Context: an optimization exercise on an open-source flow, tuned for small area, a short achievable clock period and few clock cycles. The choices shown serve that exercise and are no tape-out recipe.
Only simulation tests tie the RTL to the original design; equivalence was not proved.
No activity file was given, so power comes from the tool's default toggle rates.

==> design.v <==
module cu_booth_mul (
    input  wire [23:0] s,
    input  wire [17:0] m,
    input  wire        neg,
    input  wire [44:0] brow,
    input  wire [44:0] cn,        
    output wire [44:0] ps,
    output wire [44:0] pc
);
    wire [19:0] mx = {m[17], m, 1'b0};
    wire [24:0] s1 = {s[23], s};
    wire [24:0] s2 = {s, 1'b0};
    wire [44:0] row [0:10];
    reg  [44:0] nb;
    genvar i;
    generate
        for (i = 0; i < 9; i = i + 1) begin : g_row
            wire b2 = mx[2*i+2], b1 = mx[2*i+1], b0 = mx[2*i];
            wire one = b1 ^ b0;
            wire two = (b2 & ~b1 & ~b0) | (~b2 & b1 & b0);
            wire ng  = b2 ^ neg;
            wire [24:0] sel = one ? s1 : (two ? s2 : 25'd0);
            wire [24:0] r   = sel ^ {25{ng}};
            wire [24:0] u   = {~r[24], r[23:0]};
            assign row[i] = {20'd0, u} << (2*i);
        end
    endgenerate
    integer k;
    always @(*) begin
        nb = 45'd0;
        for (k = 0; k < 9; k = k + 1)
            nb[2*k] = mx[2*k+2] ^ neg;
    end
    assign row[9]  = nb | cn;
    assign row[10] = brow;
    function [89:0] csa;
        input [44:0] a, b, c;
        begin
            csa = {((a & b) | (a & c) | (b & c)) << 1, a ^ b ^ c};
        end
    endfunction
    wire [89:0] l1a = csa(row[0], row[1], row[2]);
    wire [89:0] l1b = csa(row[3], row[4], row[5]);
    wire [89:0] l1c = csa(row[6], row[7], row[8]);
    wire [89:0] l2a = csa(l1a[44:0], l1a[89:45], l1b[44:0]);
    wire [89:0] l2b = csa(l1b[89:45], l1c[44:0], l1c[89:45]);
    wire [89:0] l3a = csa(l2a[44:0], l2a[89:45], l2b[44:0]);
    wire [89:0] l3b = csa(l2b[89:45], row[9], row[10]);
    wire [89:0] l4a = csa(l3a[44:0], l3a[89:45], l3b[44:0]);
    wire [89:0] l5a = csa(l4a[44:0], l4a[89:45], l3b[89:45]);
    assign ps = l5a[44:0];
    assign pc = l5a[89:45];
endmodule
module cu_divstep (
    input  wire [34:0] r,
    input  wire [34:0] d,
    input  wire        f1,
    input  wire        f2,
    output wire        q1,
    output wire        q2,
    output wire        ge4,       
    output wire [34:0] r2
);
    wire [36:0] y  = {r, f1, f2};
    wire [37:0] s1 = {1'b0, y} - {3'b000, d};
    wire [37:0] s2 = {1'b0, y} - {2'b00, d, 1'b0};
    wire [37:0] s3 = {1'b0, y} - {2'b00, d, 1'b0} - {3'b000, d};
    wire ge1 = ~s1[37], ge2 = ~s2[37], ge3 = ~s3[37];
    assign q1 = ge2;
    wire [37:0] s4 = {1'b0, y} - {1'b0, d, 2'b00};
    assign ge4 = ~s4[37];
    assign q2 = ge2 ? ge3 : ge1;
    assign r2 = ge3 ? s3[34:0] : ge2 ? s2[34:0] : ge1 ? s1[34:0] : y[34:0];
endmodule
module cu_compensate (
    input  wire               clk,
    input  wire               rst,
    input  wire               start,
    input  wire        [15:0] cal_t1,      
    input  wire signed [15:0] cal_t2,
    input  wire signed [15:0] cal_t3,
    input  wire        [15:0] cal_p1,      
    input  wire signed [15:0] cal_p2,
    input  wire signed [15:0] cal_p3,
    input  wire signed [15:0] cal_p4,
    input  wire signed [15:0] cal_p5,
    input  wire signed [15:0] cal_p6,
    input  wire signed [15:0] cal_p7,
    input  wire signed [15:0] cal_p8,
    input  wire signed [15:0] cal_p9,
    input  wire        [19:0] adc_t,
    input  wire        [19:0] adc_p,
    output reg                done,
    output wire               err,         
    output wire        [31:0] temp,        
    output wire        [31:0] press_q8,    
    output wire        [24:0] press_pa     
);
    localparam W = 76;
    localparam [5:0] S_IDLE = 6'd0,  S_TA   = 6'd1,  S_TC   = 6'd2,  S_TB   = 6'd3,
                     S_TD   = 6'd4,  S_TDW  = 6'd5,  S_TF   = 6'd6,  S_TE   = 6'd7,
                     S_XS   = 6'd8,  S_XSW  = 6'd9,  S_ZS   = 6'd10, S_Y6   = 6'd11,
                     S_Y6W  = 6'd12, S_NS   = 6'd13, S_NSW  = 6'd14, S_MS   = 6'd15,
                     S_MSW  = 6'd16, S_DIVF = 6'd17, S_DSI  = 6'd18, S_DIVS = 6'd19,
                     S_DSCK = 6'd20, S_PAF  = 6'd21, S_PAFW = 6'd22, S_PAS0 = 6'd23,
                     S_PAS1 = 6'd24, S_PASW = 6'd25, S_PB   = 6'd26, S_PC   = 6'd27,
                     S_PE   = 6'd28, S_PEW  = 6'd29, S_DEGN = 6'd30, S_DNEG = 6'd31,
                     S_ERRX = 6'd32;
    localparam [3:0] C_T1 = 4'd0, C_T2 = 4'd1, C_T3 = 4'd2, C_P1 = 4'd3, C_P2 = 4'd4,
                     C_P3 = 4'd5, C_P4 = 4'd6, C_P5 = 4'd7, C_P6 = 4'd8, C_P7 = 4'd9,
                     C_P8 = 4'd10, C_P9 = 4'd11, C_AP = 4'd12;
    localparam [3:0] M_ZERO = 4'd0, M_CREG = 4'd1, M_CREG2 = 4'd2, M_ACC = 4'd3,
                     M_FIVE = 4'd4, M_SLO = 4'd5, M_VD = 4'd6, M_DD = 4'd7, M_VH = 4'd8;
    localparam [2:0] A_ZERO = 3'd0, A_ACC = 3'd1, A_DROP = 3'd2, A_TV1 = 3'd3, A_C1 = 3'd4,
                     A_N35 = 3'd5;
    localparam [2:0] B_ZERO = 3'd0, B_B3 = 3'd1, B_S20 = 3'd2, B_S17 = 3'd3,
                     B_ONE = 3'd4, B_N14 = 3'd5, B_ND = 3'd6, B_S14 = 3'd7;
    localparam [3:0] K_NONE = 4'd0, K_TD = 4'd2, K_TE = 4'd3, K_XSL = 4'd4,
                     K_ZS0 = 4'd5, K_NS0 = 4'd6, K_NS1 = 4'd7, K_MS0 = 4'd8, K_PE = 4'd9,
                     K_XS0 = 4'd10;
    localparam [3:0] WB_NONE = 4'd0, WB_ACC = 4'd2, WB_SA2S = 4'd3, WB_PV1 = 4'd4,
                     WB_TC = 4'd5, WB_V = 4'd6, WB_XL = 4'd7, WB_ZL = 4'd8, WB_NL = 4'd9,
                     WB_ML = 4'd10, WB_D = 4'd11, WB_DCK = 4'd12, WB_ACK = 4'd13, WB_PCL = 4'd14,
                     WB_VW = 4'd15;
    localparam [44:0] K0 = (45'd1 << 24) + (45'd1 << 26) + (45'd1 << 28) + (45'd1 << 30) +
                           (45'd1 << 32) + (45'd1 << 34) + (45'd1 << 36) + (45'd1 << 38) +
                           (45'd1 << 40);
    localparam [44:0] CN0 = (45'd1 << 43) - K0;
    reg  [5:0]   state;
    reg  [1:0]   j;           
    reg  [5:0]   cnt;         
    reg          pass2;       
    reg  [23:0]  S;
    reg  [19:0]  CREG;
    reg  [15:0]  BREG;
    reg  [W-1:0] ACC, V;
    reg  [53:0]  D;
    reg  [23:0]  TC;          
    reg          b3, sgnZ, sgnN, errr, errp;
    reg          D_slow;      
    reg          WV;          
    wire sgnQ = sgnN ^ sgnZ;
    wire [3:0] ev;
    assign ev[0] = (V[W-1:17] == {(W-17){V[W-1]}});
    assign ev[1] = (V[W-1:34] == {(W-34){V[W-1]}});
    assign ev[2] = (V[W-1:51] == {(W-51){V[W-1]}});
    assign ev[3] = (V[W-1:68] == {(W-68){V[W-1]}});
    wire [3:0] ed;
    assign ed[0] = (D[53:17] == {37{D[53]}});
    assign ed[1] = (D[53:34] == {20{D[53]}});
    assign ed[2] = (D[53:51] == {3{D[53]}});
    wire [3:0] ew;
    assign ew[0] = (V[W-1:51] == {(W-51){V[W-1]}});
    assign ew[1] = (V[W-1:68] == {(W-68){V[W-1]}});
    assign ew[2] = 1'b1;
    assign ew[3] = 1'b1;
    assign ed[3] = 1'b1;
    reg  [5:0]  state_n;
    reg  [1:0]  j_n;
    reg         pass2_n;
    reg  [1:0]  c_mneg;       
    reg         c_last;
    reg  [1:0]  c_off;
    reg  [2:0]  c_asel;
    reg  [2:0]  c_bsel;
    reg  [3:0]  c_k;
    reg  [3:0]  c_wb;
    wire        dneg_v;
    wire        dbig;         
    wire        q1, q2;
    reg  [5:0]  state_x;
    always @(*) state_n = (state == S_IDLE && start) ? S_TA : state_x;
    always @(*) begin
        state_x = state; j_n = j; pass2_n = pass2;
        case (state)
            S_IDLE: ;
            S_TA:   state_x = S_TC;
            S_TC:   state_x = S_TB;
            S_TB:   state_x = S_TD;
            S_TD:   state_x = S_TDW;
            S_TDW:  state_x = S_TF;
            S_TF:   state_x = S_TE;
            S_TE:   begin state_x = S_XS; j_n = 2'd0; end         
            S_XS:   begin j_n = j + 2'd1; if (c_last) begin j_n = 2'd0; state_x = S_XSW; end end
            S_XSW:  state_x = S_ZS;
            S_ZS:   begin
                j_n = j + 2'd1;
                if (j == 2'd0 && c_mneg[0] != sgnZ) j_n = 2'd0;
                else if (c_last) begin j_n = 2'd0; state_x = S_NS; end
            end
            S_NS:   begin j_n = j + 2'd1; if (c_last) begin j_n = 2'd0; state_x = S_MS; end end
            S_NSW:  state_x = S_MS;
            S_MS:   begin
                j_n = j + 2'd1;
                if (j == 2'd1 && c_mneg[0] != sgnN) j_n = 2'd0;
                else if (c_last) begin j_n = 2'd0; state_x = S_MSW; end
            end
            S_MSW:  state_x = (D == 54'd0) ? S_DEGN : S_DIVF;
            S_DIVF: begin
                j_n = (cnt == 6'd15) ? 2'd1 : 2'd0; pass2_n = 1'b0;
                if (cnt == 6'd0 && dneg_v)  state_x = S_DNEG;
                else if (cnt == 6'd0 && dbig) state_x = S_DSI;
                else if (cnt == 6'd16) begin
                    if (c_last) state_x = S_PC;
                    else begin state_x = S_PB; j_n = 2'd2; end
                end
            end
            S_DSI:  state_x = S_DIVS;
            S_DIVS: if (cnt == 6'd37) state_x = S_DSCK;
            S_DSCK: state_x = (V[W-1:53] != {(W-53){1'b0}}) ? S_ERRX : S_PAS0;
            S_PAF:  begin state_x = S_PAFW; j_n = 2'd0; pass2_n = 1'b0; end
            S_PAFW: state_x = S_PB;
            S_PAS0: state_x = S_PAS1;
            S_PAS1: begin state_x = S_PASW; j_n = 2'd0; pass2_n = 1'b0; end
            S_PASW: state_x = S_PB;
            S_PB: begin
                j_n = j + 2'd1;
                if (c_last) begin
                    j_n = 2'd0;
                    if (D_slow && !pass2) pass2_n = 1'b1;
                    else                  state_x = S_PC;
                end
            end
            S_PC:   begin j_n = j + 2'd1; if (c_last) begin j_n = 2'd0; state_x = S_PE; end end
            S_PE:   state_x = S_PEW;
            S_DNEG: state_x = S_PAF;
            default: state_x = S_IDLE;    
        endcase
    end
    reg  [3:0]  n_msel;
    reg         n_vxor;
    reg  [1:0]  n_mneg;
    reg         n_last;
    reg  [1:0]  n_off;
    reg  [2:0]  n_asel;
    reg  [2:0]  n_bsel;
    reg  [3:0]  n_k;
    reg  [3:0]  n_wb;
    wire        evn = ev[j_n];
    wire [5:0]  state_d = (state == S_DIVF) ? ((cnt == 6'd11) ? S_PAF :
                                               (cnt == 6'd14) ? S_PB :
                                               (cnt == 6'd15) ? S_PB :
                                               (cnt == 6'd16) ? state_x : S_DIVF) : state_x;
    wire        wvn = WV | (state == S_DIVF);
    wire        edn = wvn ? ew[j_n] : ed[j_n];
    always @(*) begin
        n_msel = M_ZERO; n_vxor = 1'b0; n_mneg = 2'd0; n_last = 1'b0;
        n_off = 2'd0; n_asel = A_ZERO; n_bsel = B_ZERO; n_k = K_NONE; n_wb = WB_NONE;
        case (state_d)
            S_TC: begin n_msel = M_SLO; n_wb = WB_SA2S; end
            S_TB: begin n_msel = M_CREG2; n_bsel = B_B3; n_wb = WB_ACC; end
            S_TD: begin n_msel = M_CREG; n_asel = A_TV1; n_k = K_TD; n_wb = WB_PV1; end
            S_TF: begin n_msel = M_CREG; n_bsel = B_S20; n_wb = WB_V; end
            S_XS: begin
                n_msel = M_VD; n_last = (j_n != 2'd0) && evn; n_off = j_n;
                n_asel = (j_n == 2'd0) ? A_ZERO : A_ACC;
                n_k = (j_n == 2'd0) ? K_XS0 : K_NONE;           
                n_wb = n_last ? WB_XL : WB_ACC;
            end
            S_XSW: begin n_msel = M_CREG; n_bsel = B_S17; n_wb = WB_V; end        
            S_ZS: begin
                n_msel = M_DD; n_mneg = {1'b0, sgnZ}; n_last = (j_n != 2'd0) && edn; n_off = j_n;
                n_asel = (j_n == 2'd0) ? A_ZERO : A_ACC;
                n_k = (j_n == 2'd0) ? K_ZS0 : K_NONE;
                n_wb = n_last ? WB_ZL : WB_ACC;
            end
            S_MSW: begin n_msel = M_FIVE; n_k = K_TE; n_wb = WB_TC; end          
            S_NS: begin
                n_msel = M_VD; n_mneg = 2'd1; n_last = (j_n != 2'd0) && evn; n_off = j_n;
                n_asel = (j_n == 2'd0) ? A_N35 : A_ACC;
                n_bsel = (j_n == 2'd0) ? B_ONE : (j_n == 2'd1) ? B_N14 : B_ZERO;    
                n_k = (j_n == 2'd0) ? K_NS0 : (j_n == 2'd1) ? K_NS1 : K_NONE;
                n_wb = n_last ? WB_NL : WB_ACC;
            end
            S_MS: begin
                n_msel = (j_n == 2'd0 && state == S_NS) ? M_ACC : M_VD;
                n_mneg = {1'b0, sgnN}; n_last = (j_n[1] == 1'b1) && evn; n_off = j_n;
                n_asel = (j_n == 2'd0) ? A_ZERO : A_ACC;
                n_bsel = (j_n == 2'd0) ? B_ND : B_ZERO;
                n_k = (j_n == 2'd0) ? K_MS0 : K_NONE;
                n_wb = n_last ? WB_ML : WB_ACC;
            end
            S_PAF:  begin n_msel = M_CREG; n_wb = (state == S_DIVF) ? WB_VW : WB_D; end
            S_PAS0: begin n_msel = M_CREG; n_wb = WB_ACC; end
            S_PAS1: begin n_msel = M_CREG; n_off = 2'd1; n_asel = A_ACC; n_wb = WB_DCK; end
            S_PB: begin
                n_msel = wvn ? M_VH : M_DD;
                if (pass2_n) begin
                    n_off = j_n; n_asel = A_ACC; n_last = edn;
                end else begin
                    n_off = (j_n == 2'd0) ? 2'd0 : j_n - 2'd1;
                    n_asel = (j_n == 2'd0) ? A_ZERO : (j_n == 2'd1) ? A_DROP : A_ACC;
                    n_last = (j_n != 2'd0) && edn;
                end
                n_wb = (n_last && (pass2_n || !D_slow)) ? WB_ACK : WB_ACC;
            end
            S_PC: begin
                n_msel = M_VD; n_vxor = 1'b1;
                n_off = (j_n == 2'd0) ? 2'd0 : j_n - 2'd1;
                n_asel = (j_n == 2'd0) ? A_C1 : (j_n == 2'd1) ? A_DROP : A_ACC;
                n_bsel = (j_n == 2'd1) ? B_S14 : B_ZERO;
                n_last = (j_n != 2'd0) && (WV ? (j_n == 2'd1) : evn);    
                n_wb = n_last ? WB_PCL : WB_ACC;
            end
            S_PE: begin n_asel = A_ACC; n_k = K_PE; n_wb = WB_ACC; end
            default: ;
        endcase
    end
    always @(posedge clk) begin
        c_mneg <= n_mneg; c_last <= n_last;
        c_off <= n_off; c_asel <= n_asel; c_bsel <= n_bsel; c_k <= n_k;
        if (rst) c_wb <= WB_NONE;
        else     c_wb <= n_wb;
    end
    wire last = c_last;
    wire mneg = c_mneg[0];
    reg  [3:0]  jv;           
    reg  [8:0]  mv;           
    reg         vxr;          
    always @(posedge clk) begin
        jv  <= 4'd1 << j_n;
        mv  <= 9'd1 << n_msel;
        vxr <= n_vxor & sgnQ;
    end
    wire [16:0] vdig0 = ({17{jv[0]}} & V[16:0])  | ({17{jv[1]}} & V[33:17])
                      | ({17{jv[2]}} & V[50:34]) | ({17{jv[3]}} & V[67:51]);
    wire        vsgn0 = (jv[0] & V[17]) | (jv[1] & V[34]) | (jv[2] & V[51]) | (jv[3] & V[68]);
    wire [16:0] vdig = vdig0 ^ {17{vxr}};
    wire        vsgn = WV ? vxr : (vsgn0 ^ vxr);     
    wire [16:0] hdig = ({17{jv[0]}} & V[50:34]) | ({17{jv[1]}} & V[67:51])
                     | ({17{jv[2] | jv[3]}} & {{9{V[W-1]}}, V[W-1:68]});
    wire        hsgn = (jv[0] & V[51]) | (jv[1] & V[68]) | ((jv[2] | jv[3]) & V[W-1]);
    wire [16:0] ddig = ({17{jv[0]}} & D[16:0])  | ({17{jv[1]}} & D[33:17])
                     | ({17{jv[2]}} & D[50:34]) | ({17{jv[3]}} & {{14{D[53]}}, D[53:51]});
    wire        dsgn = (jv[0] & D[17]) | (jv[1] & D[34]) | (jv[2] & D[51]) | (jv[3] & D[53]);
    wire [17:0] M = ({18{mv[M_CREG]}}  & CREG[17:0])
                  | ({18{mv[M_CREG2]}} & {CREG[16:0], 1'b0})
                  | ({18{mv[M_FIVE]}}  & 18'd5)
                  | ({18{mv[M_SLO]}}   & S[17:0])
                  | ({18{mv[M_VD]}}    & {last & vsgn, vdig})
                  | ({18{mv[M_DD]}}    & {last & dsgn, ddig})
                  | ({18{mv[M_ACC]}}   & {1'b0, ACC[16:0]})
                  | ({18{mv[M_VH]}}    & {last & hsgn, hdig});
    wire [43:0] cr_s = {{24{CREG[19]}}, CREG};
    wire [43:0] br_s = {{28{BREG[15]}}, BREG};
    wire [43:0] cr_z = {24'd0, CREG};
    reg  [43:0] bb;
    always @(*) begin
        case (c_bsel)
            B_B3:  bb = b3 ? cr_s : 44'd0;
            B_S20: bb = br_s << 20;
            B_S17: bb = br_s << 17;
            B_ONE: bb = 44'd1;
            B_N14: bb = ~(cr_z << 14);                       
            B_ND:  bb = sgnQ ? ~{2'b00, D[41:0]} : 44'd0;   
            B_S14: bb = cr_s << 14;
            default: bb = 44'd0;
        endcase
    end
    wire [44:0] brow = {1'b0, ~bb[43], bb[42:0]};           
    reg  [44:0] cn;
    always @(*) begin
        case (c_k)
            K_TD:    cn = CN0 - (45'd128000 << 14);
            K_NS0:   cn = CN0 + (45'd1 << 17);
            K_NS1:   cn = CN0 + (45'd1 << 34);                   
            K_PE:    cn = CN0 + (45'd1 << 17);
            default: cn = CN0;
        endcase
    end
    wire [44:0] Ps, Pc;
    cu_booth_mul u_mul (.s(S), .m(M), .neg(mneg), .brow(brow), .cn(cn), .ps(Ps), .pc(Pc));
    reg [44:0] PSR, PCR;
    reg [3:0]  off2;          
    reg [5:0]  asel2;         
    reg [3:0]  wb2;
    reg [3:0]  k2;
    always @(posedge clk) begin
        PSR   <= Ps;
        PCR   <= Pc;
        off2  <= 4'd1 << c_off;
        asel2 <= 6'd1 << c_asel;
        k2    <= c_k;
        if (rst) wb2 <= WB_NONE;
        else     wb2 <= c_wb;
    end
    wire [44:0] PSRs = {~PSR[44], PSR[43:0]};                  
    wire [W-1:0] Psp = ({W{off2[0]}} & {{31{~PSR[44]}}, PSRs})
                     | ({W{off2[1]}} & {{14{~PSR[44]}}, PSRs, 17'd0})
                     | ({W{off2[2]}} & {PSRs[41:0], 34'd0})
                     | ({W{off2[3]}} & {PSRs[24:0], 51'd0});
    wire [W-1:0] Pcp = ({W{off2[0]}} & {31'd0, PCR})
                     | ({W{off2[1]}} & {14'd0, PCR, 17'd0})
                     | ({W{off2[2]}} & {PCR[41:0], 34'd0})
                     | ({W{off2[3]}} & {PCR[24:0], 51'd0});
    reg  [W-1:0] ka;
    always @(*) begin
        case (k2)
            K_TE:  ka = 76'd640128;
            K_XS0: ka = 76'd1 << 55;
            K_ZS0: ka = sgnZ ? (76'd1 << 33) - 76'd1 : 76'd0;
            K_MS0: ka = {75'd0, sgnQ};
            default: ka = 76'd0;
        endcase
    end
    wire [W-1:0] Aterm = ({W{asel2[A_ACC]}}  & ACC)
                       | ({W{asel2[A_DROP]}} & {{17{ACC[W-1]}}, ACC[W-1:17]})
                       | ({W{asel2[A_TV1]}}  & {ACC[W-4:11], 14'd0})
                       | ({W{asel2[A_C1]}}   & {ACC[W-12:8], 19'd0})
                       | ({W{asel2[A_N35]}}  & ~({{(W-16){BREG[15]}}, BREG} << 35))     
                       | ka;
    wire [W-1:0] T = Psp + Pcp + Aterm;
    wire Asame41 = (ACC[W-1:41] == {(W-41){ACC[W-1]}});
    wire Asame62 = (ACC[W-1:62] == {(W-62){ACC[W-1]}});
    reg  chk41, chk63;        
    reg         dfast;        
    always @(posedge clk) dfast <= (state_n == S_DIVF);
    wire        f1 = dfast ? V[33] : V[W-1];
    wire        f2 = dfast ? V[32] : V[W-2];
    wire [34:0] r2;
    assign dneg_v = V[W-1];
    wire        ge4;
    cu_divstep u_div (.r(ACC[34:0]), .d(D[34:0]), .f1(f1), .f2(f2), .q1(q1), .q2(q2), .ge4(ge4),
                      .r2(r2));
    assign dbig = ge4 | (ACC[37:35] != 3'd0);
    reg [3:0]  csel;
    reg        cload;
    reg [19:0] cin;
    always @(*) begin
        case (csel)
            C_T1: cin = {4'd0, cal_t1};
            C_T2: cin = {{4{cal_t2[15]}}, cal_t2};
            C_T3: cin = {{4{cal_t3[15]}}, cal_t3};
            C_P1: cin = {4'd0, cal_p1};
            C_P2: cin = {{4{cal_p2[15]}}, cal_p2};
            C_P3: cin = {{4{cal_p3[15]}}, cal_p3};
            C_P4: cin = {{4{cal_p4[15]}}, cal_p4};
            C_P5: cin = {{4{cal_p5[15]}}, cal_p5};
            C_P6: cin = {{4{cal_p6[15]}}, cal_p6};
            C_P7: cin = {{4{cal_p7[15]}}, cal_p7};
            C_P8: cin = {{4{cal_p8[15]}}, cal_p8};
            C_P9: cin = {{4{cal_p9[15]}}, cal_p9};
            default: cin = adc_p;
        endcase
    end
    always @(*) begin
        csel = C_T1; cload = 1'b0;
        case (state)
            S_IDLE: begin csel = C_T1; cload = start; end
            S_TA:   begin csel = C_T2; cload = 1'b1; end
            S_TB:   begin csel = C_T3; cload = 1'b1; end
            S_TD:   begin csel = C_P2; cload = 1'b1; end
            S_TDW:  begin csel = C_P3; cload = 1'b1; end
            S_TF:   begin csel = C_P5; cload = 1'b1; end
            S_TE:   begin csel = C_P6; cload = 1'b1; end
            S_XSW:  begin csel = C_P4; cload = 1'b1; end
            S_NS:   begin csel = (j == 2'd0) ? C_AP : C_P9; cload = (j == 2'd0) | last; end
            S_PAF:  begin csel = C_P8; cload = 1'b1; end
            S_DIVF: begin
                csel = (cnt == 6'd16) ? C_P7 : C_P8;
                cload = (cnt == 6'd12) | (cnt == 6'd16 && last);
            end
            S_PAS1: begin csel = C_P8; cload = 1'b1; end
            S_PB:   begin csel = C_P7; cload = last & (pass2 | ~D_slow); end
            default: ;
        endcase
    end
    wire [W-1:0] Vsx = V ^ {W{sgnQ}};                
    wire [23:0]  ph_lo = {7'd0, Vsx[29:13]};
    wire [23:0]  ph_hi = Vsx[53:30];
    wire [16:0]  a_sub = {1'b0, S[15:0]} - {1'b0, CREG[15:0]};     
    always @(posedge clk) begin
        if (cload) begin
            CREG <= cin;
            BREG <= CREG[15:0];
        end
        state <= rst ? S_IDLE : state_n;
        j     <= j_n;
        pass2 <= pass2_n;
        chk41 <= ~rst & (wb2 == WB_DCK);
        chk63 <= ~rst & (wb2 == WB_ACK);
        if (rst) begin
            done  <= 1'b0;
            sgnZ  <= 1'b0;            
            sgnN  <= 1'b0;
        end else begin
            done <= 1'b0;
            if ((chk41 && !Asame41) || (chk63 && !Asame62)) errp <= 1'b1;
            case (state)
                S_IDLE: if (start) begin
                    S  <= {8'd0, adc_t[19:4]};
                    b3 <= adc_t[3];
                    errp <= 1'b0;
                    WV <= 1'b0;
                end
                S_TA: S <= {{7{a_sub[16]}}, a_sub};
                S_XSW: S <= {8'd0, cal_p1};                      
                S_ZS: if (last) S <= TC;                         
                S_NS: if (last) S <= 24'd3125;
                S_MS: if (last) S <= TC;                         
                S_MSW: cnt <= 6'd0;
                S_DIVF: begin
                    cnt <= cnt + 6'd1;
                    if (cnt == 6'd16 && last)                       
                        S <= {4'd0, ~CREG[15], {3{CREG[15]}}, CREG[15:0]};
                    if (!(cnt == 6'd0 && (dneg_v || dbig))) begin
                        if (cnt != 6'd16) ACC <= {{(W-35){1'b0}}, r2};
                        V[33:0] <= {V[31:0], q1, q2};
                        if (cnt == 6'd0) V[W-1:34] <= {(W-34){1'b0}};
                        if (cnt == 6'd11) begin
                            S <= {3'b000, V[21:1]} ^ {24{sgnQ}};
                            D_slow <= 1'b0;
                            WV <= 1'b1;
                        end
                    end
                end
                S_DSI: begin
                    ACC <= {W{1'b0}};
                    cnt <= 6'd0;
                end
                S_DIVS: begin
                    ACC <= {{(W-35){1'b0}}, r2};
                    V <= {V[W-3:0], q1, q2};
                    cnt <= cnt + 6'd1;
                end
                S_DSCK: begin
                    S <= ph_lo;
                    D_slow <= 1'b1;
                    WV <= 1'b0;
                end
                S_PAS0: S <= ph_hi;
                S_PAS1: S <= ph_lo;
                S_PB: if (last) begin
                    if (D_slow && !pass2) S <= ph_hi;
                    else S <= {4'd0, ~CREG[15], {3{CREG[15]}}, CREG[15:0]};    
                end
                S_PEW: begin
                    errr <= errp | (V[W-1:42] != {(W-42){1'b0}});
                    done <= 1'b1;
                end
                S_DEGN: begin
                    ACC <= {W{1'b0}};
                    V <= {W{1'b0}};
                    errr <= 1'b0;
                    done <= 1'b1;
                end
                S_DNEG: begin
                    V <= {W{1'b1}};                       
                    S <= 24'd0;
                    D_slow <= 1'b0;
                    WV <= 1'b0;
                end
                S_ERRX: begin
                    errr <= 1'b1;
                    done <= 1'b1;
                end
                default: ;
            endcase
            case (wb2)
                WB_ACC:  ACC <= T;
                WB_SA2S: S <= T[35:12];
                WB_PV1: begin
                    S <= T[37:14];
                    TC <= T[37:14];
                end
                WB_TC:   TC <= {6'd0, T[25:8]};
                WB_V:    V <= T;
                WB_XL: begin
                    ACC <= T;
                    D <= T[61:8];                                 
                    sgnZ <= T[W-1];
                end
                WB_ZL: begin
                    ACC <= T;
                    D <= {18'd0, T[68:33]};
                end
                WB_NL: begin
                    ACC <= T;
                    V <= T;
                    sgnN <= T[W-1];
                end
                WB_ML: begin
                    V <= T;
                    ACC <= {{34{T[W-1]}}, T[W-1:34]};
                end
                WB_D:    D <= {{12{T[41]}}, T[41:0]};
                WB_VW:   V[W-1:34] <= T[41:0];
                WB_DCK: begin
                    D <= {{12{T[41]}}, T[41:0]};
                    ACC <= T;
                end
                WB_ACK:  ACC <= T;
                WB_PCL: begin
                    ACC <= T;
                    V <= T;
                end
                default: ;
            endcase
        end
    end
    assign err      = errr;
    assign temp     = {{14{TC[17]}}, TC[17:0]};
    assign press_q8 = V[41:10];
    assign press_pa = ACC[42:18];
endmodule
==> flow/run.sh <==
#!/bin/bash
# Layout flow: the standard flow (standard.sh, standard synthesis unchanged) with two
# changes to how the layout is made: the port buffers are buf_1 cells instead of delay
# buffers, and the timing repair steps aim for 18.5 ns of setup slack at the design's period.
# make's full output goes to flow.log; each ORFS step keeps its own log under orfs/logs.
set -uo pipefail
bash standard.sh BUFFER_PORTS_ARGS="-buffer_cell sky130_fd_sc_hd__buf_1" \
  SETUP_SLACK_MARGIN=18.5 finish > flow.log 2>&1
==> standard.sh <==
#!/bin/bash
# synth_recipe.tcl (not shown) runs the flow's synth.tcl, then flattens the netlist and writes it again
# the make line also repeats each setting of config.mk as NAME=value (left out here)
make -C /OpenROAD-flow-scripts/flow DESIGN_CONFIG=/design/flow/config.mk WORK_HOME=/design/flow/orfs CLKGATE_MAP_FILE= SYNTH_SCRIPT=/design/flow/synth_recipe.tcl "${@:-finish}"
==> config.mk <==
export PLATFORM = sky130hd
export DESIGN_NAME = cu_compensate
export DESIGN_NICKNAME = cu_compensate
export VERILOG_FILES = /design/flow/design.v
export SDC_FILE = /design/flow/constraint.sdc
export NUM_CORES = 8
export LEC_CHECK = 0
export CAP_MARGIN = 20
export CORE_MARGIN = 2
export CORE_UTILIZATION = 40
export SLEW_MARGIN = 20
==> constraint.sdc <==
create_clock -name core_clock -period 25.0 [get_ports {clk}]
set_input_delay 5.0000 -clock core_clock [delete_from_list [all_inputs] [get_ports {clk}]]
set_output_delay 5.0000 -clock core_clock [all_outputs]
set_load 0.01 [all_outputs]
==> results.sh, run 1 <==
export IMPL_routedWlPerCell_um=34.2
export IMPL_holdBufCountCts=0
export IMPL_grtUsageMet2=0.605
export IMPL_crit_chain="buf_4, a222oi_1, nand2_1, fa_1, ha_1, a21oi_1, o21ai_0, nor3_1, o31ai_1, nor3_2, o21ai_0, a311oi_1, xor2_2, o21ai_0, a31o_1"
export IMPL_path_buf_inv=1
export IMPL_avgSynthCellArea_um2=8.46
export IMPL_grtUsageMet3=0.131
export IMPL_cp_common_cell="o21ai_0"
export IMPL_ys_ff_latch=449
export IMPL_fin_crit_sh=0.271
export IMPL_htreeDepth=2
export IMPL_cts_clk_slew_worst_paths_ps=60
export IMPL_hpwl_um=210000
export IMPL_rsz0062_at_grt="true"
export IMPL_worstPathArrival_ps=7210
export IMPL_chipWidth_um=366
export IMPL_gr_max_usage_layer="met2"
export IMPL_hp_class="reg -> reg"
export IMPL_path_class="reg -> reg"
export IMPL_cp_depth=15
export IMPL_coreArea_um2=130000
export IMPL_final_cell_mix="nand2_1 (595), a21oi_1 (425), inv_1 (419)"
export IMPL_root_buffer="clkbuf_16"
export IMPL_finalSetupViolations=0
export IMPL_wl_um=278000
export IMPL_synth_warnings=2
export IMPL_synth_top_area_cell="edfxtp_1"
export IMPL_synth_async_reset_ratio=0
export IMPL_period_minus_slack_ps=6780
export IMPL_synth_area_leaders="edfxtp_1 (17%), fa_1 (11%), ha_1 (7.6%), dfxtp_1 (5.7%), a22oi_1 (5.6%)"
export IMPL_cts_buffers=57
export IMPL_drive_above_1_share=0.0880
export IMPL_vias_per_cell=6.71
export IMPL_worst_pin_slew_ps=1390
export IMPL_fin_setup_tns_ps=0
export IMPL_dr_pass1_iters=14
export IMPL_io_pins=326
export IMPL_dr_total_vias=54600
export IMPL_cp_slowest_stage_delay_ps=940
export IMPL_max_clock_path_buffers=3
export IMPL_slowest_stage="xor2_2"
export IMPL_port_buffers=322
export IMPL_cp_max_fo=76
export IMPL_clock_fmax_ghz=0.147
export IMPL_timing_hold_ws_ps=445
export IMPL_cp_data_required_time_ps=25420
export IMPL_antenna_found_initial=30
export IMPL_p_leak_nw=23.4
export IMPL_maxSlewViolCount=0
export IMPL_n_fill_cell=13000
export IMPL_postSynthCellCount=6192
export IMPL_clock_latency_ps=710
export IMPL_nNetsFinal=7147
export IMPL_clock_skew_ps=58.9
export IMPL_slew_headroom=0.0752
export IMPL_die_h_um=366
export IMPL_cts_num_sinks=449
export IMPL_layout_commonest_cell="nand2_1"
export IMPL_r2r_worst_path_cells=15
export IMPL_ir_drop_mv=0.167
export IMPL_synthDistinctLibCells=106
export IMPL_start_util=0.404
export IMPL_ant_nets=0
export IMPL_rows=132
export IMPL_overflow=0
export IMPL_drv_cap=0
export IMPL_area_growth_pct=11.8
export IMPL_place_gp_congestion=1.06
export IMPL_netlist_area_um2=52400
export IMPL_hold_viol_final=0
export IMPL_ys_dominant_reg_cell="edfxtp_1"
export IMPL_start_kind="flop"
export IMPL_synth_edff_count=301
export IMPL_drtIter0Drc=9182
export IMPL_grt_max_degree=83
export IMPL_yosysSeqAreaShare=0.229
export IMPL_powerDensity_nw_per_um2=148
export IMPL_endpoint_kind="flop"
export IMPL_grt_pass1_wl_um=385000
export IMPL_synth_top_cell_area_share=0.173
export IMPL_synth_nets=7021
export IMPL_grt_pass1_vias=51200
export IMPL_status="timing/DRC/antenna clean"
export IMPL_cts_tree="yes"
export IMPL_path_delay_family="compound AO/OA/AOI/OAI gates"
export IMPL_min_path_cells=1
export IMPL_drc=0
export IMPL_grt_util_met1=0.457
export IMPL_track_usage=0.397
export IMPL_die_area_um2=134000
[worst register-to-register path, cell delays in order (launching register included)]
cell and delay, ps:
dfxtp_2 310, buf_4 350, a222oi_1 690, nand2_1 340, fa_1 560, ha_1 470, a21oi_1 380, o21ai_0 200
nor3_1 300, o31ai_1 160, nor3_2 380, o21ai_0 250, a311oi_1 520, xor2_2 940, o21ai_0 440, a31o_1 280
[sequential cells by signal (all words and copies together), names as in the netlist, 4 cells and up]
register  count
D            54
PCR          42
k2            4
TC           24
S            24
asel2         5
jv            4
ACC          76
CREG         20
c_k           4
off2          4
cnt           6
c_wb          4
PSR          43
mv            8
state         6
wb2           4
V            76
BREG         16
[report_power, final]
| group | internal [mW] | total, mW | switching (mW) | leakage [nW] |
|---|---|---|---|---|
| clock network | 0.509 | 0.887 | 0.378 | 0.977 |
| registers | 1.06 | 1.27 | 0.211 | 3.99 |
| logic | 2.28 | 6.54 | 4.26 | 18.5 |
[per-stage QoR]
step | power, mW | setup slack [ps] | cell area [um^2] | std cells | utilization
after floorplan | 4.90 | 16270 | 52500 | 6192 | -
after global placement | 7.40 | 17550 | 55400 | 7913 | 0.427
after detailed placement | 7.53 | 17650 | 55400 | 7913 | 0.427
after CTS | 8.45 | 18500 | 58000 | 8074 | 0.446
after global routing | 9.28 | 18420 | 58600 | 8112 | 0.451
final | 8.69 | 18220 | 58600 | 8127 | 0.451
[synthesized netlist by cell type, types with 63 or more instances]
| cell | instances |
|---|---|
| xnor2_1 | 325 |
| a221oi_1 | 81 |
| a21oi_1 | 429 |
| ha_1 | 318 |
| nand2_1 | 599 |
| nor2_1 | 313 |
| a21o_1 | 114 |
| a22o_1 | 82 |
| edfxtp_1 | 301 |
| dfxtp_1 | 148 |
| a22oi_1 | 393 |
| nand3_1 | 109 |
| xor2_1 | 209 |
| o21ai_0 | 356 |
| o221ai_1 | 63 |
| a222oi_1 | 106 |
| buf_4 | 90 |
| nor3_1 | 74 |
| fa_1 | 276 |
| clkbuf_1 | 360 |
| inv_1 | 420 |
| nand4_1 | 67 |
[final cells by class]
type / count / area, um^2 / share of cell area
antenna: 20 / 50.0 / 0.000854
clock buffer: 79 / 1700 / 0.0289
clock inverter: 27 / 294 / 0.00502
inverter: 424 / 1600 / 0.0272
multi-input combinational: 4783 / 37300 / 0.637
sequential: 449 / 12000 / 0.205
tap: 1742 / 2180 / 0.0372
timing repair buffer: 603 / 3420 / 0.0583
[final timing paths]
kind | startpoint | to | slack [ps]
setup / recovery | asel2[1]$_SDFF_PP0_ | ACC[27]$_DFFE_PP_ | 18220
setup reg to reg | asel2[1]$_SDFF_PP0_ | ACC[27]$_DFFE_PP_ | 18220
hold reg to reg | c_wb[3]$_SDFF_PP0_ | wb2[3]$_SDFF_PP0_ | 450
hold / removal | c_wb[3]$_SDFF_PP0_ | wb2[3]$_SDFF_PP0_ | 450
[logic make-up after synthesis]
group | share of synthesized area
compound gates | 0.287
xor+xnor | 0.0893
fa+ha+maj | 0.181
buf+inv | 0.0763
flops | 0.229
mux | 0.00640
simple gates | 0.131
[layer usage]
metal	share of wire	vias up
met2	0.43	4105
met5	0.00033	-
li1	-	23100
met3	0.12	1126
met1	0.35	26200
met4	0.099	14
[what timing repair did]
| action | 4_1_cts | 5_1_grt |
|---|---|---|
| pin swaps | 1 | 3 |
| endpoints found under the setup margin | 222 | 196 |
| cloned | 1 | 0 |
| gates resized for setup | 18 | 43 |
| setup buffers | 54 | 32 |
Testbench counts, summed over its fixed seeds: cycles 16,128.
==> run 2, diff against run 1 <==
==> flow/run.sh (replaced) <==
#!/bin/bash
# Layout flow: the standard flow (standard.sh, standard synthesis unchanged) with two
# changes to how the layout is made: the port buffers are buf_1 cells instead of delay
# buffers, and the timing repair steps aim for 18.5 ns of setup slack at the design's period; global placement packs cells to a density of 0.75.
# make's full output goes to flow.log; each ORFS step keeps its own log under orfs/logs.
set -uo pipefail
bash standard.sh BUFFER_PORTS_ARGS="-buffer_cell sky130_fd_sc_hd__buf_1" \
  SETUP_SLACK_MARGIN=18.5 PLACE_DENSITY=0.75 finish > flow.log 2>&1
==> results.sh, run 2 <==
export IMPL_status="timing/DRC/antenna clean"
export IMPL_gr_max_usage_layer="met2"
export IMPL_path_buf_inv=1
export IMPL_worstPathArrival_ps=1530
export IMPL_synth_nets=7021
export IMPL_postSynthCellCount=6192
export IMPL_clock_fmax_ghz=0.153
export IMPL_slew_headroom=0.100
export IMPL_cts_clk_slew_worst_paths_ps=60
export IMPL_nNetsFinal=7125
export IMPL_place_gp_congestion=1.06
export IMPL_pre_cts_slack_ps=17700
export IMPL_final_cell_mix="nand2_1 (595), a21oi_1 (426), inv_1 (419)"
export IMPL_pwr_share_seq=0.132
export IMPL_track_usage=0.397
export IMPL_netlist_area_um2=52400
export IMPL_powerDensity_nw_per_um2=162
export IMPL_finalSetupViolations=0
export IMPL_rows=132
export IMPL_yosysMostFrequentCell="nand2_1"
export IMPL_synth_async_reset_ratio=0
export IMPL_dr_pass1_iters=17
export IMPL_routedWlPerCell_um=34.4
export IMPL_cts_buffers=54
export IMPL_slowest_stage="edfxtp_1"
export IMPL_crit_chain="buf_1"
export IMPL_synth_area_leaders="edfxtp_1 (17%), fa_1 (11%), ha_1 (7.6%), dfxtp_1 (5.7%), a22oi_1 (5.6%)"
export IMPL_avgSynthCellArea_um2=8.46
export IMPL_swShare=0.572
export IMPL_wl_um=279000
export IMPL_max_clock_path_buffers=3
export IMPL_netlist_top_cells_count="nand2_1 (599), a21oi_1 (429), inv_1 (420)"
export IMPL_root_buffer="clkbuf_16"
export IMPL_reg_top3="ACC (76), V (76), D (54)"
export IMPL_clock_skew_ps=64.5
export IMPL_fin_crit_sh=0.261
export IMPL_layout_commonest_cell="nand2_1"
export IMPL_worst_r2r_setup_slack_ps=18530
export IMPL_io_pins=326
export IMPL_grt_pass1_vias=52000
export IMPL_hpwl_um=209000
export IMPL_antenna_found_initial=26
export IMPL_holdBufCountCts=0
export IMPL_endpoint_kind="primary output"
export IMPL_clockPowerShare=0.090
export IMPL_dr_total_vias=55700
export IMPL_grt_max_degree=87
export IMPL_grtUsageMet3=0.138
export IMPL_die_area_um2=134000
export IMPL_p_leak_nw=23.2
export IMPL_area_growth_pct=11.0
export IMPL_ys_ff_latch=449
export IMPL_clock_latency_ps=700
export IMPL_chipWidth_um=366
export IMPL_overflow=0
export IMPL_htreeDepth=2
export IMPL_p_int_mw=4.03
export IMPL_drive_above_1_share=0.0828
export IMPL_min_from="c_wb[2]$_SDFF_PP0_"
export IMPL_vias_per_cell=6.87
export IMPL_grt_pass1_wl_um=386000
export IMPL_ant_nets=0
export IMPL_worst_pin_slew_ps=1350
export IMPL_rsz0062_at_grt="true"
export IMPL_yosysSeqAreaShare=0.229
export IMPL_cts_num_sinks=449
export IMPL_cts_tree="yes"
export IMPL_cp_slowest_stage_delay_ps=620
export IMPL_grtUsageMet2=0.587
export IMPL_grt_util_met1=0.456
export IMPL_die_h_um=366
export IMPL_r2r_start="sgnZ$_SDFFE_PP0P_"
export IMPL_coreArea_um2=130000
export IMPL_hold_viol_final=0
export IMPL_cp_data_required_time_ps=20000
export IMPL_start_util=0.404
export IMPL_ys_dominant_reg_cell="edfxtp_1"
export IMPL_synth_warnings=2
export IMPL_pwr_share_comb=0.778
export IMPL_hp_class="reg -> reg"
export IMPL_synth_top_area_cell="edfxtp_1"
export IMPL_synthDistinctLibCells=106
export IMPL_setup_slack_ps=18470
export IMPL_period_minus_slack_ps=6530
export IMPL_path_delay_family="flip-flops"
export IMPL_drtIter0Drc=10300
export IMPL_synth_edff_count=301
export IMPL_p_switching_mw=5.38
export IMPL_crit_start="V[24]$_DFFE_PP_"
export IMPL_drv_cap=0
export IMPL_drc=0
export IMPL_synth_top_cell_area_share=0.173
export IMPL_maxSlewViolCount=0
export IMPL_path_class="reg -> out"
export IMPL_fin_setup_tns_ps=0
export IMPL_port_buffers=322
export IMPL_cp_max_fo=2
export IMPL_ir_drop_mv=0.326
export IMPL_start_kind="flop"
-- run 2: what timing repair did --
action                     in CTS  in global routing
setup buffers                  47                 10
gates resized for setup        15                 36
gates cloned                    0                  3
pin swaps                       0                  4
setup endpoints to repair     234                147
-- run 2: area by class of cell --
type                    instances  area [um^2]
flip-flops and latches        449        12000
clock inverters                30          319
diodes                         27         67.6
multi-input cells            4784        37200
well taps                    1742         2180
clock buffers                  71         1520
repair buffers                583         3240
fillers                     12900        71600
inverters                     424         1600
-- run 2: path summary, 6_finish.rpt --
kind / to / cells after the start
setup / recovery: press_q8[14] / 1
hold / removal: wb2[2]$_SDFF_PP0_ / 1
setup reg to reg: ACC[68]$_SDFFCE_PP0P_ / 16
hold reg to reg: wb2[2]$_SDFF_PP0_ / 1
-- run 2: cells by family after synthesis --
| family | Yosys count | synth area share |
|---|---|---|
| fa+ha+maj | 594 | 0.181 |
| mux | 33 | 0.00640 |
| buf+inv | 961 | 0.0763 |
| compound gates | 2158 | 0.287 |
| flops | 449 | 0.229 |
| xor+xnor | 534 | 0.0893 |
| simple gates | 1463 | 0.131 |
-- run 2: stage by stage --
| stage | cell area, um^2 | util | power [mW] | cells | hold WS (ps) |
|---|---|---|---|---|---|
| 3_5_place_dp | 55500 | 0.427 | 8.18 | 7920 | 430 |
| 6_report | 58200 | 0.448 | 9.41 | 8110 | 439 |
| 5_1_grt | 58100 | 0.448 | 9.87 | 8089 | 454 |
| 3_3_place_gp | 55400 | 0.427 | 8.08 | 7919 | 424 |
| 4_1_cts | 57800 | 0.445 | 9.02 | 8068 | 439 |
| 2_1_floorplan | 52500 | - | 4.90 | 6192 | 336 |
-- run 2: routing by layer --
metal	share of wire	routed length, um
met1	0.34	94200
met2	0.41	116000
met3	0.14	38200
met4	0.11	31200
met5	0.00019	52
-- run 2: power by group through the flow --
| stage | clock network (mW) | logic, mW | registers (mW) |
|---|---|---|---|
| after floorplan | 0 | 3.77 | 1.13 |
| after global placement | 0 | 6.84 | 1.24 |
| after detailed placement | 0 | 6.94 | 1.24 |
| after CTS | 0.840 | 6.96 | 1.23 |
| after global routing | 0.866 | 7.77 | 1.24 |
| final | 0.849 | 7.32 | 1.24 |
==> run 3, diff against run 2 <==
==> flow/run.sh (replaced) <==
#!/bin/bash
# Layout flow: the standard flow (standard.sh, standard synthesis unchanged) with four
# changes to how the layout is made: the port buffers are buf_1 cells instead of delay
# buffers, the timing repair steps aim for 18.5 ns of setup slack at the design's period,
# clock tree synthesis clusters up to 18 flip-flops per leaf buffer, and the repair after
# global routing estimates wires 20% heavier (flow/grt_rc.tcl).
# make's full output goes to flow.log; each ORFS step keeps its own log under orfs/logs.
set -uo pipefail
bash standard.sh BUFFER_PORTS_ARGS="-buffer_cell sky130_fd_sc_hd__buf_1" \
  SETUP_SLACK_MARGIN=18.5 CTS_CLUSTER_SIZE=18 CTS_CLUSTER_DIAMETER=100 \
  PRE_GLOBAL_ROUTE_TCL="$PWD/flow/grt_rc.tcl" finish > flow.log 2>&1
==> flow/grt_rc.tcl (new file) <==
set_layer_rc -layer li1  -capacitance [expr 1.2 * 1.499e-04]   -resistance [expr 1.2 * 7.176e-02]
set_layer_rc -layer met1 -capacitance [expr 1.2 * 1.72375E-04] -resistance [expr 1.2 * 8.929e-04]
set_layer_rc -layer met2 -capacitance [expr 1.2 * 1.36233E-04] -resistance [expr 1.2 * 8.929e-04]
set_layer_rc -layer met3 -capacitance [expr 1.2 * 2.14962E-04] -resistance [expr 1.2 * 1.567e-04]
set_layer_rc -layer met4 -capacitance [expr 1.2 * 1.48128E-04] -resistance [expr 1.2 * 1.567e-04]
set_layer_rc -layer met5 -capacitance [expr 1.2 * 1.54087E-04] -resistance [expr 1.2 * 1.781e-05]
set_wire_rc -signal -layer met1
set_wire_rc -clock -layer met3
==> results.sh, run 3 <==
export IMPL_status="timing/DRC/antenna clean"
export IMPL_hp_class="reg -> reg"
export IMPL_reg_top3="ACC (76), V (76), D (54)"
export IMPL_finalSetupViolations=0
export IMPL_hpwl_um=210000
export IMPL_cts_clk_slew_worst_paths_ps=90
export IMPL_ir_drop_mv=0.165
export IMPL_synth_top_area_cell="edfxtp_1"
export IMPL_slew_headroom=0.228
export IMPL_period_minus_slack_ps=6440
export IMPL_n_fill_cell=13100
export IMPL_netlist_top_cells_count="nand2_1 (599), a21oi_1 (429), inv_1 (420)"
export IMPL_cp_max_fo=4
export IMPL_synthDistinctLibCells=106
export IMPL_start_kind="flop"
export IMPL_path_delay_family="flip-flops"
export IMPL_root_buffer="clkbuf_16"
export IMPL_yosysSeqAreaShare=0.229
export IMPL_rows=132
export IMPL_cp_slowest_stage_delay_ps=620
export IMPL_cts_num_sinks=449
export IMPL_io_pins=326
export IMPL_grt_pass1_vias=50800
export IMPL_track_usage=0.395
export IMPL_grt_pass1_wl_um=383000
export IMPL_multi_input_area_um2=37500
export IMPL_antenna_found_initial=19
export IMPL_overflow=0
export IMPL_wl_um=277000
export IMPL_routedWlPerCell_um=34.1
export IMPL_path_class="reg -> out"
export IMPL_synth_top_cell_area_share=0.173
export IMPL_cp_data_required_time_ps=20000
export IMPL_ant_nets=0
export IMPL_die_area_um2=134000
export IMPL_clock_fmax_ghz=0.155
export IMPL_fin_setup_tns_ps=0
export IMPL_endpoint_kind="primary output"
export IMPL_nNetsFinal=7171
export IMPL_powerDensity_nw_per_um2=145
export IMPL_postSynthCellCount=6192
export IMPL_drv_cap=0
export IMPL_maxSlewViolCount=0
export IMPL_htreeDepth=2
export IMPL_ys_ff_latch=449
export IMPL_rsz0062_at_grt="false"
export IMPL_synth_edff_count=301
export IMPL_worst_r2r_setup_slack_ps=18820
export IMPL_synth_area_leaders="edfxtp_1 (17%), fa_1 (11%), ha_1 (7.6%), dfxtp_1 (5.7%), a22oi_1 (5.6%)"
export IMPL_final_cell_mix="nand2_1 (594), a21oi_1 (423), inv_1 (419)"
export IMPL_hold_viol_final=0
export IMPL_yosysMostFrequentCell="nand2_1"
export IMPL_synth_warnings=2
export IMPL_chipWidth_um=366
export IMPL_p_leak_nw=23.3
export IMPL_worstPathArrival_ps=1440
export IMPL_start_util=0.404
export IMPL_dr_total_vias=54500
export IMPL_fin_crit_sh=0.258
export IMPL_port_buffers=322
export IMPL_vias_per_cell=6.71
export IMPL_grt_max_degree=83
export IMPL_synth_nets=7021
export IMPL_crit_chain="buf_1"
export IMPL_max_clock_path_buffers=3
export IMPL_dr_pass1_iters=14
export IMPL_path_buf_inv=1
export IMPL_worst_pin_slew_ps=1160
export IMPL_die_h_um=366
export IMPL_layout_commonest_cell="nand2_1"
export IMPL_place_gp_congestion=1.06
export IMPL_cts_buffers=34
export IMPL_avgSynthCellArea_um2=8.46
export IMPL_final_seq_area_um2=12000
export IMPL_synth_async_reset_ratio=0
export IMPL_clock_latency_ps=650
export IMPL_power_total_mw=8.46
export IMPL_area_growth_pct=11.4
export IMPL_cts_tree="yes"
export IMPL_netlist_area_um2=52400
export IMPL_ys_dominant_reg_cell="edfxtp_1"
export IMPL_clock_skew_ps=58.2
export IMPL_drtIter0Drc=8994
export IMPL_slowest_stage="edfxtp_1"
export IMPL_coreArea_um2=130000
export IMPL_drive_above_1_share=0.0916
export IMPL_drc=0
## run 3: cell types whose count changed in the layout (fill, tap and decap cells not counted), sizes merged, moves of 3 or more
| cell | delta |
|---|---|
| clkbuf | -21 |
| clkinv | -9 |
| bufinv | -4 |
| clkinvlp | -3 |
| diode | -13 |
| buf | +64 |
## run 3: logic make-up (layout without fill, tap and decap cells)
kind of cell / after synthesis / in the layout / share of synthesized area
other: 0 / 14 / 0
multiplexers: 33 / 33 / 0.00640
flip-flops: 449 / 449 / 0.229
buffers and inverters: 961 / 1135 / 0.0763
AO/OA/AOI/OAI: 2158 / 2159 / 0.287
adder cells (fa/ha/maj): 594 / 594 / 0.181
AND/OR/NAND/NOR: 1463 / 1464 / 0.131
XOR/XNOR: 534 / 534 / 0.0893
## run 3: worst paths after layout
kind | end | depth (start not counted) | start
max reg2reg | ACC[13]$_DFFE_PP_ | 25 | V[75]$_DFFE_PP_
min | wb2[3]$_SDFF_PP0_ | 1 | c_wb[3]$_SDFF_PP0_
min reg2reg | wb2[3]$_SDFF_PP0_ | 1 | c_wb[3]$_SDFF_PP0_
max | press_q8[20] | 1 | V[30]$_DFFE_PP_
## run 3: layout make-up
| class | count | share of cell area |
|---|---|---|
| antenna | 14 | 0.000600 |
| clock buffer | 48 | 0.0157 |
| clock inverter | 14 | 0.00212 |
| inverter | 424 | 0.0273 |
| multi-input combinational | 4784 | 0.644 |
| sequential | 449 | 0.206 |
| tap | 1742 | 0.0374 |
| timing repair buffer | 649 | 0.0673 |
## run 3: per-stage QoR
step	worst slack, ps	cells	cell area [um^2]	utilization	hold slack [ps]
detailed placement	17650	7913	55400	0.427	428
CTS	18500	8017	56900	0.438	458
finish	18560	8124	58300	0.449	454
global route	18460	8116	58300	0.449	480
floorplan	16270	6192	52500	-	336
global placement	17550	7913	55400	0.427	423
## run 3: timing repair
item                                   4_1_cts  5_1_grt
cloned                                       1        2
hold buffers                                 0        0
pin swaps                                    1       13
setup buffers                               41       83
endpoints found under the hold margin        0        0
resized for setup                           19       83
setup endpoints to repair                  210      320
## run 3: routing by layer
| metal | vias to the layer above | share of wire | global-route usage |
|---|---|---|---|
| met5 | - | 0.0015 | 0.0114 |
| met4 | 14 | 0.10 | 0.308 |
| met1 | 26300 | 0.35 | 0.458 |
| met2 | 4070 | 0.43 | 0.604 |
| met3 | 1073 | 0.12 | 0.125 |
| li1 | 23100 | - | - |
## run 3: report_power, final
part / internal (mW) / total [mW] / switching, mW
clock network: 0.266 / 0.590 / 0.324
logic: 2.34 / 6.60 / 4.27
registers: 1.06 / 1.26 / 0.207
==> run 4, diff against run 3 <==
==> flow/run.sh (replaced) <==
#!/bin/bash
# Layout flow: the standard flow (standard.sh, standard synthesis unchanged) with five
# changes to how the layout is made: global placement packs cells to a density of 0.75, the port buffers are buf_1 cells instead of delay
# buffers, the timing repair steps aim for 18.5 ns of setup slack at the design's period,
# clock tree synthesis clusters up to 18 flip-flops per leaf buffer, and the repair after
# global routing estimates wires 20% heavier (flow/grt_rc.tcl).
# make's full output goes to flow.log; each ORFS step keeps its own log under orfs/logs.
set -uo pipefail
bash standard.sh BUFFER_PORTS_ARGS="-buffer_cell sky130_fd_sc_hd__buf_1" \
  SETUP_SLACK_MARGIN=18.5 CTS_CLUSTER_SIZE=18 CTS_CLUSTER_DIAMETER=100 PLACE_DENSITY=0.75 \
  PRE_GLOBAL_ROUTE_TCL="$PWD/flow/grt_rc.tcl" finish > flow.log 2>&1
==> results.sh, run 4 <==
export IMPL_fin_setup_tns_ps=0
export IMPL_wl_um=280000
export IMPL_path_buf_inv=1
export IMPL_postSynthCellCount=6192
export IMPL_drive_above_1_share=0.0912
export IMPL_cts_tree="yes"
export IMPL_clock_skew_ps=60.9
export IMPL_start_util=0.404
export IMPL_fin_area_um2=58300
export IMPL_hold_viol_final=0
export IMPL_netlist_top_cells_count="nand2_1 (599), a21oi_1 (429), inv_1 (420)"
export IMPL_place_gp_congestion=1.06
export IMPL_reg_top3="ACC (76), V (76), D (54)"
export IMPL_cp_data_required_time_ps=20000
export IMPL_place_area_um2=55500
export IMPL_synth_warnings=2
export IMPL_dr_total_vias=56000
export IMPL_vias_per_cell=6.88
export IMPL_grt_pass1_vias=51900
export IMPL_ys_dominant_reg_cell="edfxtp_1"
export IMPL_dr_pass1_iters=15
export IMPL_p_leak_nw=23.3
export IMPL_slowest_stage="edfxtp_1"
export IMPL_start_kind="flop"
export IMPL_timing_hold_ws_ps=426
export IMPL_ys_ff_latch=449
export IMPL_max_clock_path_buffers=3
export IMPL_power_total_mw=9.28
export IMPL_final_cell_mix="nand2_1 (593), a21oi_1 (421), inv_1 (418)"
export IMPL_crit_chain="buf_1"
export IMPL_overflow=0
export IMPL_synth_edff_count=301
export IMPL_nNetsFinal=7166
export IMPL_netlist_area_um2=52400
export IMPL_clock_fmax_ghz=0.155
export IMPL_area_growth_pct=11.3
export IMPL_worst_pin_slew_ps=1250
export IMPL_finalSetupViolations=0
export IMPL_worst_r2r_setup_slack_ps=18790
export IMPL_worstPathArrival_ps=1460
export IMPL_min_from="c_wb[3]$_SDFF_PP0_"
export IMPL_cts_num_sinks=449
export IMPL_htreeDepth=2
export IMPL_synth_async_reset_ratio=0
export IMPL_synth_area_leaders="edfxtp_1 (17%), fa_1 (11%), ha_1 (7.6%), dfxtp_1 (5.7%), a22oi_1 (5.6%)"
export IMPL_timing_rr_end="ACC[48]$_SDFFCE_PP0P_"
export IMPL_yosysMostFrequentCell="nand2_1"
export IMPL_antenna_found_initial=25
export IMPL_period_minus_slack_ps=6460
export IMPL_grt_max_degree=87
export IMPL_rows=132
export IMPL_r2r_worst_path_cells=16
export IMPL_whs_endpoint="wb2[3]$_SDFF_PP0_"
export IMPL_endpoint_kind="primary output"
export IMPL_drc=0
export IMPL_holdBufCountCts=0
export IMPL_rsz0062_at_grt="true"
export IMPL_cp_max_fo=4
export IMPL_cp_slowest_stage_delay_ps=630
export IMPL_die_h_um=366
export IMPL_layout_commonest_cell="nand2_1"
export IMPL_path_class="reg -> out"
export IMPL_fin_crit_sh=0.259
export IMPL_die_area_um2=134000
export IMPL_n_fill_cell=12900
export IMPL_coreArea_um2=130000
export IMPL_avgSynthCellArea_um2=8.46
export IMPL_path_delay_family="flip-flops"
export IMPL_r2r_start="asel2[2]$_SDFF_PP0_"
export IMPL_grt_pass1_wl_um=385000
export IMPL_cts_buffers=34
export IMPL_drv_cap=0
export IMPL_io_pins=326
export IMPL_ir_drop_mv=0.335
export IMPL_slew_headroom=0.161
export IMPL_routedWlPerCell_um=34.4
export IMPL_clock_latency_ps=630
export IMPL_yosysSeqAreaShare=0.229
export IMPL_synth_nets=7021
export IMPL_ant_nets=0
export IMPL_hpwl_um=209000
export IMPL_chipWidth_um=366
export IMPL_powerDensity_nw_per_um2=159
export IMPL_port_buffers=322
export IMPL_maxSlewViolCount=0
export IMPL_synthDistinctLibCells=106
export IMPL_drtIter0Drc=10700
export IMPL_track_usage=0.396
export IMPL_fin_cells=8133
export IMPL_hp_class="reg -> reg"
export IMPL_status="timing/DRC/antenna clean"
export IMPL_cts_clk_slew_worst_paths_ps=90
export IMPL_synth_top_cell_area_share=0.173
export IMPL_min_path_cells=1
export IMPL_post_place_cells=7920
export IMPL_root_buffer="clkbuf_16"
export IMPL_synth_top_area_cell="edfxtp_1"
run 4: layer usage:
layer  track usage  up-vias  wire [um]
li1              -    23100          -
met1         0.455    26700      93500
met2         0.585     4822     117000
met3         0.137     1304      38700
met4         0.344       16      30300
met5       0.00748        -        265
run 4: cell type report:
cell class	count	area (um^2)	share of cell area
inverters	424	1600	0.0274
clock inverters	14	178	0.00305
diodes	29	72.6	0.00124
clock buffers	47	921	0.0158
multi-input cells	4785	37500	0.644
well taps	1742	2180	0.0374
flip-flops and latches	449	12000	0.206
repair buffers	643	3810	0.0653
run 4: cell families after synthesis:
kind of cell | Yosys count | share of synthesized area
muxes | 33 | 0.00640
xor gates and xnor gates | 534 | 0.0893
AOI/OAI and AO/OA | 2158 | 0.287
and+or+nand+nor | 1463 | 0.131
DFF | 449 | 0.229
adders and majority gates | 594 | 0.181
buffers and inverters | 961 | 0.0763
run 4: where the power goes:
group / switching (mW) / internal (mW) / total [mW]
registers: 0.180 / 1.06 / 1.24
clock network: 0.325 / 0.288 / 0.613
logic: 4.88 / 2.55 / 7.43
run 4: timing repair:
action / CTS / global route
cloned: 0 / 5
pin swaps: 0 / 16
resized for setup: 15 / 86
setup endpoints to repair: 216 / 261
setup buffers: 30 / 83
run 4: metrics by stage:
step	setup WS (ps)	utilization
finish	18540	0.449
global route	18410	0.449
CTS	18500	0.438
detailed placement	17700	0.427
global placement	17730	0.427
floorplan	16270	-
run 4: worst max path at each step:
stage | start | end | slack (ps) | depth (start not counted)
final | V[24]$_DFFE_PP_ | press_q8[14] | 18540 | 1
after global routing | V[75]$_DFFE_PP_ | ACC[34]$_DFFE_PP_ | 18410 | 24
after CTS | V[11]$_DFFE_PP_ | press_q8[1] | 18500 | 1
after detailed placement | rst | ACC[73]$_SDFFCE_PP0P_ | 17700 | 3
after global placement | rst | ACC[40]$_SDFFCE_PP0P_ | 17730 | 3
after floorplan | rst | ACC[0]$_DFFE_PP_ | 16270 | 2
==> run 5, diff against run 4 <==
==> flow/run.sh (replaced) <==
#!/bin/bash
# Layout flow: the standard flow (standard.sh, standard synthesis unchanged) with three
# changes to how the layout is made: the port buffers are buf_1 cells instead of delay
# buffers, the timing repair steps aim for 18.5 ns of setup slack at the design's period,
# and the repair after global routing estimates wires 20% heavier (flow/grt_rc.tcl).
# make's full output goes to flow.log; each ORFS step keeps its own log under orfs/logs.
set -uo pipefail
bash standard.sh BUFFER_PORTS_ARGS="-buffer_cell sky130_fd_sc_hd__buf_1" \
  SETUP_SLACK_MARGIN=18.5 PRE_GLOBAL_ROUTE_TCL="$PWD/flow/grt_rc.tcl" finish > flow.log 2>&1
==> results.sh, run 5 <==
export IMPL_io_pins=326
export IMPL_crit_chain="buf_12, buf_1"
export IMPL_dr_total_vias=54900
export IMPL_timing_rr_end="D[29]$_DFFE_PP_"
export IMPL_swShare=0.556
export IMPL_ant_nets=0
export IMPL_fin_crit_sh=0.258
export IMPL_final_cell_mix="nand2_1 (595), a21oi_1 (423), inv_1 (419)"
export IMPL_min_from="c_wb[3]$_SDFF_PP0_"
export IMPL_synth_top_cell_area_share=0.173
export IMPL_hp_class="reg -> reg"
export IMPL_coreArea_um2=130000
export IMPL_avgSynthCellArea_um2=8.46
export IMPL_synth_area_leaders="edfxtp_1 (17%), fa_1 (11%), ha_1 (7.6%), dfxtp_1 (5.7%), a22oi_1 (5.6%)"
export IMPL_cp_slowest_stage_delay_ps=430
export IMPL_clock_latency_ps=710
export IMPL_r2r_start="sgnZ$_SDFFE_PP0P_"
export IMPL_cts_clk_slew_worst_paths_ps=60
export IMPL_yosysSeqAreaShare=0.229
export IMPL_yosysMostFrequentCell="nand2_1"
export IMPL_fin_util=0.457
export IMPL_status="timing/DRC/antenna clean"
export IMPL_ir_drop_mv=0.170
export IMPL_netlist_top_cells_count="nand2_1 (599), a21oi_1 (429), inv_1 (420)"
export IMPL_synth_nets=7021
export IMPL_p_leak_nw=23.8
export IMPL_drive_above_1_share=0.0976
export IMPL_cts_num_sinks=449
export IMPL_postSynthCellCount=6192
export IMPL_netlist_area_um2=52400
export IMPL_ys_dominant_reg_cell="edfxtp_1"
export IMPL_rsz0062_at_grt="true"
export IMPL_grt_pass1_wl_um=385000
export IMPL_synth_top_area_cell="edfxtp_1"
export IMPL_endpoint_kind="primary output"
export IMPL_whs_endpoint="wb2[3]$_SDFF_PP0_"
export IMPL_min_path_cells=1
export IMPL_htreeDepth=2
export IMPL_worstPathArrival_ps=1460
export IMPL_synth_async_reset_ratio=0
export IMPL_hpwl_um=210000
export IMPL_place_gp_congestion=1.06
export IMPL_chipWidth_um=366
export IMPL_n_fill_cell=13000
export IMPL_track_usage=0.397
export IMPL_rows=132
export IMPL_dr_pass1_iters=13
export IMPL_finalSetupViolations=0
export IMPL_worst_pin_slew_ps=1160
export IMPL_synthDistinctLibCells=106
export IMPL_clock_fmax_ghz=0.155
export IMPL_routedWlPerCell_um=34.0
export IMPL_wl_um=278000
export IMPL_hold_viol_final=0
export IMPL_port_buffers=322
export IMPL_maxSlewViolCount=0
export IMPL_start_kind="flop"
export IMPL_die_area_um2=134000
export IMPL_ys_ff_latch=449
export IMPL_cp_max_fo=15
export IMPL_vias_per_cell=6.72
export IMPL_grt_pass1_vias=51200
export IMPL_max_clock_path_buffers=3
export IMPL_start_util=0.404
export IMPL_synth_warnings=2
export IMPL_grt_max_degree=83
export IMPL_power_total_mw=8.79
export IMPL_crit_start="TC[17]$_DFFE_PP_"
export IMPL_p_int_mw=3.91
export IMPL_die_h_um=366
export IMPL_nNetsFinal=7193
export IMPL_slowest_stage="edfxtp_1"
export IMPL_reg_top3="ACC (76), V (76), D (54)"
export IMPL_overflow=0
export IMPL_worst_r2r_setup_slack_ps=18760
export IMPL_antenna_found_initial=30
export IMPL_root_buffer="clkbuf_16"
export IMPL_r2r_worst_path_cells=18
export IMPL_drv_cap=0
export IMPL_drtIter0Drc=8989
export IMPL_path_class="reg -> out"
export IMPL_cts_buffers=57
export IMPL_cts_tree="yes"
export IMPL_cp_data_required_time_ps=20000
export IMPL_pwr_share_seq=0.144
export IMPL_synth_edff_count=301
export IMPL_powerDensity_nw_per_um2=148
export IMPL_clock_skew_ps=65.2
export IMPL_clockPowerShare=0.101
export IMPL_period_minus_slack_ps=6460
export IMPL_slew_headroom=0.220
export IMPL_layout_commonest_cell="nand2_1"
export IMPL_pwr_share_comb=0.755
export IMPL_p_switching_mw=4.89
export IMPL_fin_setup_tns_ps=0
export IMPL_area_growth_pct=13.3
export IMPL_drc=0
## run 5: cell counts after synthesis
No cell type changed its count.
## run 5: final cells by class
cell class / instances / area (um^2) / share of cell area
clock inverters: 27 / 294 / 0.00495
well taps: 1742 / 2180 / 0.0367
inverters: 424 / 1600 / 0.0269
diodes: 22 / 55.1 / 0.000928
clock buffers: 79 / 1700 / 0.0286
repair buffers: 648 / 3930 / 0.0663
flip-flops and latches: 449 / 12000 / 0.203
multi-input cells: 4784 / 37600 / 0.633
## run 5: power by group through the flow
stage               registers [mW]  clock network [mW]  logic [mW]
floorplan                     1.13                   0        3.77
global placement              1.27                   0        6.13
detailed placement            1.27                   0        6.26
CTS                           1.25               0.881        6.32
global route                  1.28               0.951        7.78
finish                        1.26               0.888        6.64
## run 5: what timing repair did
action                     4_1_cts  5_1_grt
buffers inserted                54       71
hold buffers                     0        0
gates cloned                     1        1
resized for setup               18       83
setup endpoints to repair      222      311
pin swaps                        1       13
hold endpoints to repair         0        0
## run 5: worst max-delay path by stage
stage,end,cells after the start
detailed placement,ACC[63]$_SDFFCE_PP0P_,3
CTS,ACC[61]$_SDFFCE_PP0P_,17
global route,temp[23],2
floorplan,ACC[0]$_DFFE_PP_,2
global placement,ACC[27]$_DFFE_PP_,21
finish,temp[31],2
## run 5: critical path: cells and delay by family, from the launching register on
| family | cells | cell delay (ps) |
|---|---|---|
| buffers and inverters | 2 | 310 |
| flip-flops | 1 | 430 |
## run 5: through the flow
stage,std cells,worst slack (ps),cell area [um^2],hold slack (ps)
global placement,7913,17550,55400,423
finish,8175,18540,59300,445
floorplan,6192,16270,52500,336
CTS,8074,18500,58000,448
detailed placement,7913,17650,55400,428
global route,8161,18460,59300,473
## run 5: cell families after synthesis
logic type,count (synthesis),share of synthesized area
simple gates,1463,0.131
xor+xnor,534,0.0893
mux,33,0.00640
compound gates,2158,0.287
buf+inv,961,0.0763
fa+ha+maj,594,0.181
flops,449,0.229
## run 5: routing by layer
layer  GRT usage  up-vias  share of wire
li1            -    23200              -
met1       0.457    26400           0.34
met2       0.606     4207           0.43
met3       0.131     1129           0.12
met4       0.313       14          0.096
met5           0        -        0.00048

==> static timing again, ports no longer ideal <==
Ports are ideal in the flow. The routed layouts listed here were re-timed in OpenROAD. Step 1: set_driving_cell puts a clkbuf_16 on clk and a buf_2 on each other input, an assumption about the parent block. Step 2 times the ports against the registers' clock, not the clock port: input delays grow and output delays shrink by t, the midpoint of the rising clock arrivals with the driver on. Three values: no drivers, after step 1, after step 2; two values: the first two.
run | shift t [ns] | setup WS [ns]
run 1 | 0.764 | 18.215 / 18.215 / 17.831
run 2 | 0.744 | 18.472 / 18.398 / 17.804
run 3 | 0.706 | 18.559 / 18.476 / 17.965
run 4 | 0.680 | 18.537 / 18.459 / 18.005
run 5 | 0.764 | 18.538 / 18.456 / 17.975
After both steps every run listed still meets setup and hold.
